Source: an optimization exercise on an open RTL-to-GDS flow (aim: small area, a short achievable clock period and few clock cycles). Production flows keep margins and buffers that such runs may drop.
Function was checked by simulation only, so behaviour that the tests miss may differ from the original.

==> 10-27 <==
## modarith_engine
module modarith_engine (
    input  wire        clk,
    input  wire        rst,
    input  wire        start,
    input  wire [2:0]  op,
    input  wire        b52,
    input  wire [63:0] a,
    input  wire [63:0] b,
    input  wire [63:0] c,
    input  wire [63:0] q,
    output wire        ready,
    output reg         done,
    output wire [63:0] result,
    output reg  [2:0]  err_code,
    output reg  [7:0]  err_cause,
    output reg  [1:0]  err_index
);
export LEC_CHECK = 0
export CAP_MARGIN = 20
export CORE_MARGIN = 2
export CORE_UTILIZATION = 45
export PLACE_DENSITY = 0.6
export SETUP_SLACK_MARGIN = 5
export SLEW_MARGIN = 20
create_clock -name core_clock -period 12.0 [get_ports {clk}]
run.sh (not shown) runs the stock make flow with config.mk's settings and CLKGATE_MAP_FILE= SYNTH_SCRIPT=/design/flow/synth_recipe.tcl, a recipe that flattens the netlist after the stock synthesis.
==> 08-06 (differences from 10-27) <==
--- a/flow/design.v
+++ b/flow/design.v
@@ -21,12 +21,13 @@
     localparam OP_PRTEST  = 3'd3;
     localparam OP_MULFAC  = 3'd4;
     localparam OP_MULLAZY = 3'd5;
     localparam ST_IDLE = 3'd0;
     localparam ST_C1   = 3'd1;    
     localparam ST_C2   = 3'd2;    
+    localparam ST_C3   = 3'd6;    
     localparam ST_LOOP = 3'd3;    
     localparam ST_FIN  = 3'd4;    
     localparam ST_POST = 3'd5;    
     localparam P_BASE = 2'd0;
     localparam P_SQ   = 2'd1;
     localparam P_MUL  = 2'd2;
@@ -3894,25 +3895,19 @@
 assign D[69] = D_p0_69 ^ D_g7_68;
 assign D[70] = D_p0_70 ^ D_g7_69;
 assign D[71] = D_p0_71 ^ D_g7_70;
     wire         ge   = ~D[W-1] & ~m4;
     wire [63:0]  Rred = ge ? D[63:0] : R[63:0];
     wire [64:0]  QAp  = QA + {59'd0, qp, 3'd0, ge};
-    wire [64:0] ex   = {1'b1, ~Cc};
-    wire [64:0] ey   = {59'd0, qp, 4'd0};
-    wire [64:0] es   = QA ^ ey ^ ex;
-    wire [64:0] ec   = (QA & ey) | (QA & ex) | (ey & ex);
-    wire        feq  = &(es ^ {ec[63:0], ge});
+    wire        feq  = (QAp == {1'b0, Cc});
     wire        nx_sq = (pw == P_BASE) || !(pw == P_SQ && B[62]);
-    wire [11:0] dxR   = window({3'd0, R[63:0]}, s_r[1:0]) * (nx_sq ? R[63:56] : A[63:56]);
-    wire [11:0] dxD   = window({3'd0, D[63:0]}, s_r[1:0]) * (nx_sq ? D[63:56] : A[63:56]);
     wire        qok    = (Q[63:62] == 2'b00) && (|Q[61:1]);
-    wire        AgeQ   = (A >= Q);
+    wire        AgeQ   = ge;             
     wire        BgeQ   = (B >= Q);
     wire [63:0] smask  = ~(64'hFFFF_FFFF_FFFF_FFFF << s_r);
-    wire        prt_ge = ((Cc | smask) >= (Q - 64'd1));
+    wire        prt_ge = ge;             
     wire [6:0]  lzQ    = lzc64(Q);
     wire [6:0]  lzB    = lzc64(B);
     reg  [63:0] rot_in;
     reg  [5:0]  rot_amt;
     wire [63:0] r0 = rot_amt[0] ? {rot_in[62:0], rot_in[63]}    : rot_in;
     wire [63:0] r1 = rot_amt[1] ? {r0[61:0], r0[63:62]}         : r0;
@@ -4200,12 +4195,13 @@
     reg  [1:0]   pw_n, ph_n;
     reg          done_n;
     reg  [2:0]   ec_n;
     reg  [7:0]   ca_n;
     reg  [1:0]   ix_n;
     reg  [11:0]  dxp;
+    reg  [W-1:0] S_n, C_n;
     reg          err;
     always @* begin
         state_n = state; op_n = op_r; b52_n = b52_r;
         A_n = A; B_n = B; Cc_n = Cc; Q_n = Q; s_n = s_r;
         Y_n = {Y[62:0], 4'd0}; wo_n = wo;
         QA_n = 65'd0; qp_n = 2'd0;
@@ -4217,21 +4213,24 @@
         ec_n = err_code; ca_n = err_cause; ix_n = err_index;
         rot_in = B; rot_amt = 6'd0;
         md = window({Y[62:0], 4'd0}, wo); mx = X[63:56];
         dxp = mprod;
         rom_idx = Q[62:55];
         err = 1'b0;
+        S_n = (state == ST_LOOP) ? tS : {W{1'b0}};
+        C_n = (state == ST_LOOP) ? tC : {W{1'b0}};
         case (state)
             ST_IDLE: begin
                 if (start) begin
                     op_n  = op;
                     b52_n = b52;
                     A_n   = (op == OP_MULLAZY) ? b : a;
                     B_n   = (op == OP_MULLAZY) ? a : b;
                     Cc_n  = c;
                     Q_n   = q;
+                    S_n   = {8'd0, A_n};    
                     ec_n  = 3'd0; ca_n = 8'd0; ix_n = 2'd0;
                     m3_n  = 1'b0; m4_n = 1'b0;
                     state_n = ST_C1;
                 end
             end
             ST_C1: begin
@@ -4273,17 +4272,22 @@
                 end
                 if (err) begin
                     Cc_n = 64'd0; done_n = 1'b1; state_n = ST_IDLE;
                 end
             end
             ST_C2: begin    
+                rot_in = A; rot_amt = s_r;
+                A_n = rot_out;
+                state_n = ST_C3;
+            end
+            ST_C3: begin    
                 rot_in = B; rot_amt = s_r;
                 Y_n = {3'd0, rot_out};
-                wo_n = 2'd0;
-                cnt_n = 6'd16;
-                md = rot_out[63:60]; mx = A[63:56];
+                wo_n = s_r[1:0];
+                cnt_n = 6'd16 - {2'd0, s_r[5:2]};
+                md = window({3'd0, rot_out}, s_r[1:0]); mx = A[63:56];
                 state_n = ST_LOOP;
             end
             ST_LOOP: begin
                 if (m4) begin
                     QA_n = {QA[60:0], 4'd0};
                 end else begin
@@ -4317,13 +4321,14 @@
                     end
                     OP_POWMOD, OP_PRTEST: begin
                         Cc_n = Rred;
                         Y_n = {3'd0, Rred};
                         wo_n = s_r[1:0];
                         cnt_n = 6'd16 - {2'd0, s_r[5:2]};
-                        dxp = ge ? dxD : dxR;
+                        md = window({3'd0, Rred}, s_r[1:0]);
+                        mx = nx_sq ? Rred[63:56] : A[63:56];
                         state_n = ST_LOOP;
                         pw_n = P_SQ;
                         xsel_n = 1'b1;
                         case (pw)
                             P_BASE: begin
                                 A_n = Rred;
@@ -4342,12 +4347,16 @@
                             default: begin
                                 B_n = {B[62:0], 1'b0};
                                 ecnt_n = ecnt - 6'd1;
                                 if (ecnt == 6'd1) state_n = ST_POST;
                             end
                         endcase
+                        if (state_n == ST_POST && op_r == OP_PRTEST) begin
+                            S_n = {8'd0, Rred | smask};
+                            C_n = {{(W-1){1'b0}}, 1'b1};
+                        end
                     end
                     OP_MULFAC: begin
                         Cc_n = QAp[63:0];
                         done_n = 1'b1;
                         state_n = ST_IDLE;
                     end
@@ -4401,14 +4410,14 @@
         end else begin
             state <= state_n;
             done  <= done_n;
         end
         op_r <= op_n; b52_r <= b52_n;
         A <= A_n; B <= B_n; Cc <= Cc_n; Q <= Q_n; s_r <= s_n;
-        S <= (state == ST_LOOP) ? tS : {W{1'b0}};
-        C <= (state == ST_LOOP) ? tC : {W{1'b0}};
+        S <= S_n;
+        C <= C_n;
         Y <= Y_n; wo <= wo_n; QA <= QA_n; qp <= qp_n;
         cnt <= cnt_n; ecnt <= ecnt_n; xsel <= xsel_n;
         m3 <= m3_n; m4 <= m4_n; qfix <= qfix_n; enorm <= enorm_n;
         fchk <= fchk_n; fbad <= fbad_n; ovf <= ovf_n;
         pw <= pw_n; ph <= ph_n;
         err_code <= ec_n; err_cause <= ca_n; err_index <= ix_n;
Settings changed: CORE_UTILIZATION 45 to 40, PLACE_DENSITY 0.6 to 0.55, SETUP_SLACK_MARGIN 5 to 3.
==> 03-02 (differences from 10-27) <==
--- a/flow/design.v
+++ b/flow/design.v
@@ -21,12 +21,13 @@
     localparam OP_PRTEST  = 3'd3;
     localparam OP_MULFAC  = 3'd4;
     localparam OP_MULLAZY = 3'd5;
     localparam ST_IDLE = 3'd0;
     localparam ST_C1   = 3'd1;    
     localparam ST_C2   = 3'd2;    
+    localparam ST_C3   = 3'd6;    
     localparam ST_LOOP = 3'd3;    
     localparam ST_FIN  = 3'd4;    
     localparam ST_POST = 3'd5;    
     localparam P_BASE = 2'd0;
     localparam P_SQ   = 2'd1;
     localparam P_MUL  = 2'd2;
@@ -3894,25 +3895,19 @@
 assign D[69] = D_p0_69 ^ D_g7_68;
 assign D[70] = D_p0_70 ^ D_g7_69;
 assign D[71] = D_p0_71 ^ D_g7_70;
     wire         ge   = ~D[W-1] & ~m4;
     wire [63:0]  Rred = ge ? D[63:0] : R[63:0];
     wire [64:0]  QAp  = QA + {59'd0, qp, 3'd0, ge};
-    wire [64:0] ex   = {1'b1, ~Cc};
-    wire [64:0] ey   = {59'd0, qp, 4'd0};
-    wire [64:0] es   = QA ^ ey ^ ex;
-    wire [64:0] ec   = (QA & ey) | (QA & ex) | (ey & ex);
-    wire        feq  = &(es ^ {ec[63:0], ge});
+    wire        feq  = (QAp == {1'b0, Cc});
     wire        nx_sq = (pw == P_BASE) || !(pw == P_SQ && B[62]);
-    wire [11:0] dxR   = window({3'd0, R[63:0]}, s_r[1:0]) * (nx_sq ? R[63:56] : A[63:56]);
-    wire [11:0] dxD   = window({3'd0, D[63:0]}, s_r[1:0]) * (nx_sq ? D[63:56] : A[63:56]);
     wire        qok    = (Q[63:62] == 2'b00) && (|Q[61:1]);
-    wire        AgeQ   = (A >= Q);
+    wire        AgeQ   = ge;             
     wire        BgeQ   = (B >= Q);
     wire [63:0] smask  = ~(64'hFFFF_FFFF_FFFF_FFFF << s_r);
-    wire        prt_ge = ((Cc | smask) >= (Q - 64'd1));
+    wire        prt_ge = ge;             
     wire [6:0]  lzQ    = lzc64(Q);
     wire [6:0]  lzB    = lzc64(B);
     reg  [63:0] rot_in;
     reg  [5:0]  rot_amt;
     wire [63:0] r0 = rot_amt[0] ? {rot_in[62:0], rot_in[63]}    : rot_in;
     wire [63:0] r1 = rot_amt[1] ? {r0[61:0], r0[63:62]}         : r0;
@@ -4200,12 +4195,13 @@
     reg  [1:0]   pw_n, ph_n;
     reg          done_n;
     reg  [2:0]   ec_n;
     reg  [7:0]   ca_n;
     reg  [1:0]   ix_n;
     reg  [11:0]  dxp;
+    reg  [W-1:0] S_n, C_n;
     reg          err;
     always @* begin
         state_n = state; op_n = op_r; b52_n = b52_r;
         A_n = A; B_n = B; Cc_n = Cc; Q_n = Q; s_n = s_r;
         Y_n = {Y[62:0], 4'd0}; wo_n = wo;
         QA_n = 65'd0; qp_n = 2'd0;
@@ -4217,21 +4213,24 @@
         ec_n = err_code; ca_n = err_cause; ix_n = err_index;
         rot_in = B; rot_amt = 6'd0;
         md = window({Y[62:0], 4'd0}, wo); mx = X[63:56];
         dxp = mprod;
         rom_idx = Q[62:55];
         err = 1'b0;
+        S_n = (state == ST_LOOP) ? tS : {W{1'b0}};
+        C_n = (state == ST_LOOP) ? tC : {W{1'b0}};
         case (state)
             ST_IDLE: begin
                 if (start) begin
                     op_n  = op;
                     b52_n = b52;
                     A_n   = (op == OP_MULLAZY) ? b : a;
                     B_n   = (op == OP_MULLAZY) ? a : b;
                     Cc_n  = c;
                     Q_n   = q;
+                    S_n   = {8'd0, A_n};    
                     ec_n  = 3'd0; ca_n = 8'd0; ix_n = 2'd0;
                     m3_n  = 1'b0; m4_n = 1'b0;
                     state_n = ST_C1;
                 end
             end
             ST_C1: begin
@@ -4273,17 +4272,22 @@
                 end
                 if (err) begin
                     Cc_n = 64'd0; done_n = 1'b1; state_n = ST_IDLE;
                 end
             end
             ST_C2: begin    
+                rot_in = A; rot_amt = s_r;
+                A_n = rot_out;
+                state_n = ST_C3;
+            end
+            ST_C3: begin    
                 rot_in = B; rot_amt = s_r;
                 Y_n = {3'd0, rot_out};
-                wo_n = 2'd0;
-                cnt_n = 6'd16;
-                md = rot_out[63:60]; mx = A[63:56];
+                wo_n = s_r[1:0];
+                cnt_n = 6'd16 - {2'd0, s_r[5:2]};
+                md = window({3'd0, rot_out}, s_r[1:0]); mx = A[63:56];
                 state_n = ST_LOOP;
             end
             ST_LOOP: begin
                 if (m4) begin
                     QA_n = {QA[60:0], 4'd0};
                 end else begin
@@ -4317,13 +4321,14 @@
                     end
                     OP_POWMOD, OP_PRTEST: begin
                         Cc_n = Rred;
                         Y_n = {3'd0, Rred};
                         wo_n = s_r[1:0];
                         cnt_n = 6'd16 - {2'd0, s_r[5:2]};
-                        dxp = ge ? dxD : dxR;
+                        md = window({3'd0, Rred}, s_r[1:0]);
+                        mx = nx_sq ? Rred[63:56] : A[63:56];
                         state_n = ST_LOOP;
                         pw_n = P_SQ;
                         xsel_n = 1'b1;
                         case (pw)
                             P_BASE: begin
                                 A_n = Rred;
@@ -4342,12 +4347,16 @@
                             default: begin
                                 B_n = {B[62:0], 1'b0};
                                 ecnt_n = ecnt - 6'd1;
                                 if (ecnt == 6'd1) state_n = ST_POST;
                             end
                         endcase
+                        if (state_n == ST_POST && op_r == OP_PRTEST) begin
+                            S_n = {8'd0, Rred | smask};
+                            C_n = {{(W-1){1'b0}}, 1'b1};
+                        end
                     end
                     OP_MULFAC: begin
                         Cc_n = QAp[63:0];
                         done_n = 1'b1;
                         state_n = ST_IDLE;
                     end
@@ -4401,14 +4410,14 @@
         end else begin
             state <= state_n;
             done  <= done_n;
         end
         op_r <= op_n; b52_r <= b52_n;
         A <= A_n; B <= B_n; Cc <= Cc_n; Q <= Q_n; s_r <= s_n;
-        S <= (state == ST_LOOP) ? tS : {W{1'b0}};
-        C <= (state == ST_LOOP) ? tC : {W{1'b0}};
+        S <= S_n;
+        C <= C_n;
         Y <= Y_n; wo <= wo_n; QA <= QA_n; qp <= qp_n;
         cnt <= cnt_n; ecnt <= ecnt_n; xsel <= xsel_n;
         m3 <= m3_n; m4 <= m4_n; qfix <= qfix_n; enorm <= enorm_n;
         fchk <= fchk_n; fbad <= fbad_n; ovf <= ovf_n;
         pw <= pw_n; ph <= ph_n;
         err_code <= ec_n; err_cause <= ca_n; err_index <= ix_n;
Settings changed: CORE_UTILIZATION 45 to 40, PLACE_DENSITY 0.6 to 0.55.
==> comparison table <==
item	03-02	10-27	08-06
Outcome	timing/DRC/antenna clean	timing/DRC/antenna clean	timing/DRC/antenna clean
Most frequent standard cell in the layout excluding fill and tap cells	-	inv_1	inv_1
Number of nets in the layout	11427	12817	11116
Inst Count DP	12049	13030	12048
Portion of the layout cell area used by clock cells	3.09%	2.69%	3.08%
Reg2Reg Capture Point	C[12]$_DFF_P_	C[8]$_SDFF_PN0_	dxt[7]$_SDFF_PP0_
Startpoint of the most critical register-to-register path	C[56]$_DFF_P_	C[58]$_SDFF_PN0_	Q[43]$_DFFE_PP_
Proportion of cell area occupied by multi-input gates	62.2%	63.4%	63.6%
Worst rel slew slack	8.11%	5.94%	4.51%
Cell count along the critical path	43	37	24
Worst setup path start	C[56]$_DFF_P_	C[58]$_SDFF_PN0_	Q[43]$_DFFE_PP_
Testbench counts of 10-27, summed over its fixed seeds: cycles 84,916.
Testbench counts of 08-06, summed over its fixed seeds: cycles 84,070.
Testbench counts of 03-02, summed over its fixed seeds: cycles 84,070.

==> amber <==
modarith_engine, a different RTL version from the one above (not shown whole).
==> flow/config.mk <==
export PLATFORM = sky130hd
export DESIGN_NAME = modarith_engine
export DESIGN_NICKNAME = modarith_engine
export VERILOG_FILES = /design/flow/design.v
export SDC_FILE = /design/flow/constraint.sdc
export NUM_CORES = 8
export LEC_CHECK = 0
export CAP_MARGIN = 20
export CORE_MARGIN = 2
export CORE_UTILIZATION = 40
export PLACE_DENSITY = 0.55
export SETUP_SLACK_MARGIN = 5
export SLEW_MARGIN = 20
export TNS_END_PERCENT = 5
==> flow/constraint.sdc <==
create_clock -name core_clock -period 12.0 [get_ports {clk}]
set_input_delay 2.4000 -clock core_clock [delete_from_list [all_inputs] [get_ports {clk}]]
set_output_delay 2.4000 -clock core_clock [all_outputs]
set_load 0.01 [all_outputs]
==> sierra (differences from amber) <==
--- a/flow/design.v
+++ b/flow/design.v
@@ -46,13 +46,13 @@
     reg  [1:0]   dsel;         
     reg  [64:0]  QA;
     reg  [1:0]   qp;           
     reg  [5:0]   cnt;
     reg  [5:0]   ecnt;
     reg  [1:0]   xsel;
-    reg          m3, m4, qfix, enorm, fchk, fbad, ovf;
+    reg          m3, m4, qfix, arot, enorm, fchk, fbad, ovf;
     reg  [2:0]   pw;
     reg          first, win;
     reg  [1:0]   ph;
     reg  [7:0]   dxt;
     reg  [7:0]   mu_lo;
     assign ready  = (state == ST_IDLE);
@@ -4201,13 +4201,13 @@
     reg  [3:0]   dreg_n;
     reg  [1:0]   dsel_n;
     reg  [64:0]  QA_n;
     reg  [1:0]   qp_n;
     reg  [5:0]   cnt_n, ecnt_n;
     reg  [1:0]   xsel_n;
-    reg          m3_n, m4_n, qfix_n, enorm_n, fchk_n, fbad_n, ovf_n, first_n, win_n;
+    reg          m3_n, m4_n, qfix_n, arot_n, enorm_n, fchk_n, fbad_n, ovf_n, first_n, win_n;
     reg  [63:0]  acc_d;
     reg  [2:0]   pw_n;
     reg  [1:0]   ph_n;
     reg          done_n;
     reg  [2:0]   ec_n;
     reg  [7:0]   ca_n;
@@ -4218,13 +4218,13 @@
     always @* begin
         state_n = state; op_n = op_r; b52_n = b52_r;
         A_n = A; B_n = B; Cc_n = Cc; Q_n = Q; s_n = s_r;
         dreg_n = dnext; dsel_n = dsel;
         QA_n = 65'd0; qp_n = 2'd0;
         cnt_n = cnt - 6'd1; ecnt_n = ecnt; xsel_n = xsel;
-        m3_n = m3; m4_n = m4; qfix_n = 1'b0; enorm_n = 1'b0; fchk_n = 1'b0;
+        m3_n = m3; m4_n = m4; qfix_n = 1'b0; arot_n = 1'b0; enorm_n = 1'b0; fchk_n = 1'b0;
         first_n = first; win_n = win; acc_d = Rred;
         fbad_n = fbad; ovf_n = ovf;
         pw_n = pw; ph_n = ph;
         done_n = 1'b0;
         ec_n = err_code; ca_n = err_cause; ix_n = err_index;
         rot_in = B; rot_amt = 6'd0;
@@ -4262,23 +4262,21 @@
                 md      = 4'd1 << lzQ[1:0]; mx = A[63:56];
                 pw_n    = P_BASE;
                 first_n = 1'b1; win_n = 1'b0;
                 ph_n    = 2'd0;
                 state_n = ST_LOOP;
                 case (op_r)
-                    OP_MULMOD: state_n = ST_C2;
+                    OP_MULMOD, OP_MULFAC, OP_MULLAZY: state_n = ST_C2;
                     OP_POWMOD, OP_PRTEST: begin
                         enorm_n = 1'b1;
                         if ((op_r == OP_POWMOD) ? (B == 64'd0) : (B[63:1] == 63'd0)) begin
                             Cc_n = (op_r == OP_POWMOD) ? 64'd1 : {63'd0, Q == 64'd2};
                             done_n = 1'b1;
                             state_n = ST_IDLE;
                         end
                     end
-                    OP_MULFAC, OP_MULLAZY:
-                        cnt_n = {2'd0, lzQ[5:2]} + (b52_r ? 6'd14 : 6'd17);
                     default: ;
                 endcase
                 if (op_r[2:1] == 2'b11) begin
                     err = 1'b1; ec_n = 3'd5; ca_n = 8'h01; ix_n = 2'd0;
                 end else if (!qok) begin
                     err = 1'b1; ec_n = 3'd1; ca_n = 8'h10; ix_n = 2'd0;
@@ -4288,33 +4286,45 @@
                     err = 1'b1; ec_n = 3'd1; ca_n = 8'h11; ix_n = 2'd2;
                 end
                 if (err) begin
                     Cc_n = 64'd0; done_n = 1'b1; state_n = ST_IDLE;
                 end
             end
-            ST_C2: begin    
+            ST_C2: begin
                 rot_in = A; rot_amt = s_r;
                 A_n = rot_out;
-                dsel_n = 2'd1;
-                dreg_n = bnib(B, 6'd15 - {2'd0, s_r[5:2]});
-                cnt_n = 6'd16 - {2'd0, s_r[5:2]};
                 md = dreg_n; mx = rot_out[63:56];
                 state_n = ST_LOOP;
+                if (op_r == OP_MULMOD) begin
+                    dsel_n = 2'd1;
+                    dreg_n = bnib(B, 6'd15 - {2'd0, s_r[5:2]});
+                    cnt_n = 6'd16 - {2'd0, s_r[5:2]};
+                end else begin
+                    dsel_n = 2'd0;
+                    dreg_n = 4'd1;
+                    cnt_n = b52_r ? 6'd14 : 6'd17;
+                end
+                md = dreg_n;
             end
             ST_LOOP: begin
                 if (op_r == OP_POWMOD || op_r == OP_PRTEST) begin
                     QA_n = QA;    
                 end else if (m4) begin
                     QA_n = {QA[60:0], 4'd0};
                 end else begin
                     QA_n = {QA[60:0] + {55'd0, qp, 4'd0}, tq[3:0]};
                     qp_n = tq[5:4];
                 end
-                if (qfix) begin
+                if (qfix) begin    
                     rot_in = Q; rot_amt = 6'd0 - s_r;
                     Q_n = rot_out;
+                    arot_n = 1'b1;
+                end
+                if (arot) begin    
+                    rot_in = A; rot_amt = 6'd0 - s_r;
+                    A_n = rot_out;
                 end
                 if (enorm) begin
                     rot_in = B; rot_amt = lzB[5:0];
                     B_n = rot_out;
                     ecnt_n = 6'd63 - lzB[5:0] - {5'd0, op_r == OP_PRTEST};
                 end
@@ -4452,13 +4462,13 @@
         op_r <= op_n; b52_r <= b52_n;
         A <= A_n; B <= B_n; Cc <= Cc_n; Q <= Q_n; s_r <= s_n;
         S <= S_n;
         C <= C_n;
         dreg <= dreg_n; dsel <= dsel_n; QA <= QA_n; qp <= qp_n;
         cnt <= cnt_n; ecnt <= ecnt_n; xsel <= xsel_n;
-        m3 <= m3_n; m4 <= m4_n; qfix <= qfix_n; enorm <= enorm_n;
+        m3 <= m3_n; m4 <= m4_n; qfix <= qfix_n; arot <= arot_n; enorm <= enorm_n;
         fchk <= fchk_n; fbad <= fbad_n; ovf <= ovf_n;
         pw <= pw_n; ph <= ph_n; first <= first_n; win <= win_n;
         err_code <= ec_n; err_cause <= ca_n; err_index <= ix_n;
         dxt <= dxp[11:4];
         mu_lo <= rom_mu;
     end
--- a/flow/config.mk
+++ b/flow/config.mk
@@ -5,10 +5,10 @@
 export SDC_FILE = /design/flow/constraint.sdc
 export NUM_CORES = 8
 export LEC_CHECK = 0
 export CAP_MARGIN = 20
 export CORE_MARGIN = 2
 export CORE_UTILIZATION = 40
-export PLACE_DENSITY = 0.55
-export SETUP_SLACK_MARGIN = 5
+export PLACE_DENSITY = 0.65
+export SETUP_SLACK_MARGIN = 2
 export SLEW_MARGIN = 20
 export TNS_END_PERCENT = 5
==> notes.md <==
Synthesized flop and latch total: sierra 539; amber 538
Run status: sierra finished clean; amber finished clean
Sequential cell area: sierra 14400 µm²; amber 14400 µm²
Largest net degree at the start of global routing: sierra 135; amber 94
Non-clock buffer area fraction after layout: sierra 6.31%; amber 8.33%
Synth Area in XOR/XNOR: sierra 3.76%; amber 3.74%
Number of cells on the worst reg-to-reg path: sierra 35; amber 19
Period utilization: sierra 83.8%; amber 76.3%
Minimum clock period: sierra 10050 ps; amber 9150 ps
Req. time, crit path: sierra 12440 ps; amber 12570 ps
Setup repair bufs after CTS: sierra 1; amber 121
Critical path data arrival time: sierra 10490 ps; amber 9720 ps
Netlist Area Pre-Place: sierra 79600 µm²; amber 79800 µm²
Via Count: sierra 79300; amber 82800
First element of the critical path: sierra m3; amber Q[32]
Testbench counts of amber, summed over its fixed seeds: cycles 78,843.
Testbench counts of sierra, summed over its fixed seeds: cycles 77,653.

[re-timing with driven ports]
The flow's constraints put no driver on any port. The routed layouts listed below were extracted and timed again, unchanged, in two steps. Step 1 (the two cells are an assumption about what drives the block):
set clk [get_ports {clk}]
set_driving_cell -lib_cell sky130_fd_sc_hd__clkbuf_16 $clk
set_driving_cell -lib_cell sky130_fd_sc_hd__buf_2 [delete_from_list [all_inputs] $clk]
Step 2 adds t to the input delays and takes it off the output delays; t is the mean of the earliest and latest rising clock arrival at the registers after step 1. Input paths then give back, and output paths get back, about the clock's delay inside the block. a / b / c = ideal ports / drivers / drivers and shift; a / b = the first two.
run	shift t [ns]	setup WS [ns]	worst slew at a driven data input, ns	pins driven straight from the clock port
10-27	0.863	3.229 / 3.229 / 3.229	0.12	1
08-06	0.841	3.066 / 3.066 / 3.066	0.12	1
03-02	0.834	3.106 / 3.106 / 3.106	0.13	1
amber	0.849	2.847 / 2.847 / 2.847	0.09	1
sierra	0.837	1.950 / 1.950 / 1.950	0.09	1
After both steps setup and hold are still met in every run listed.
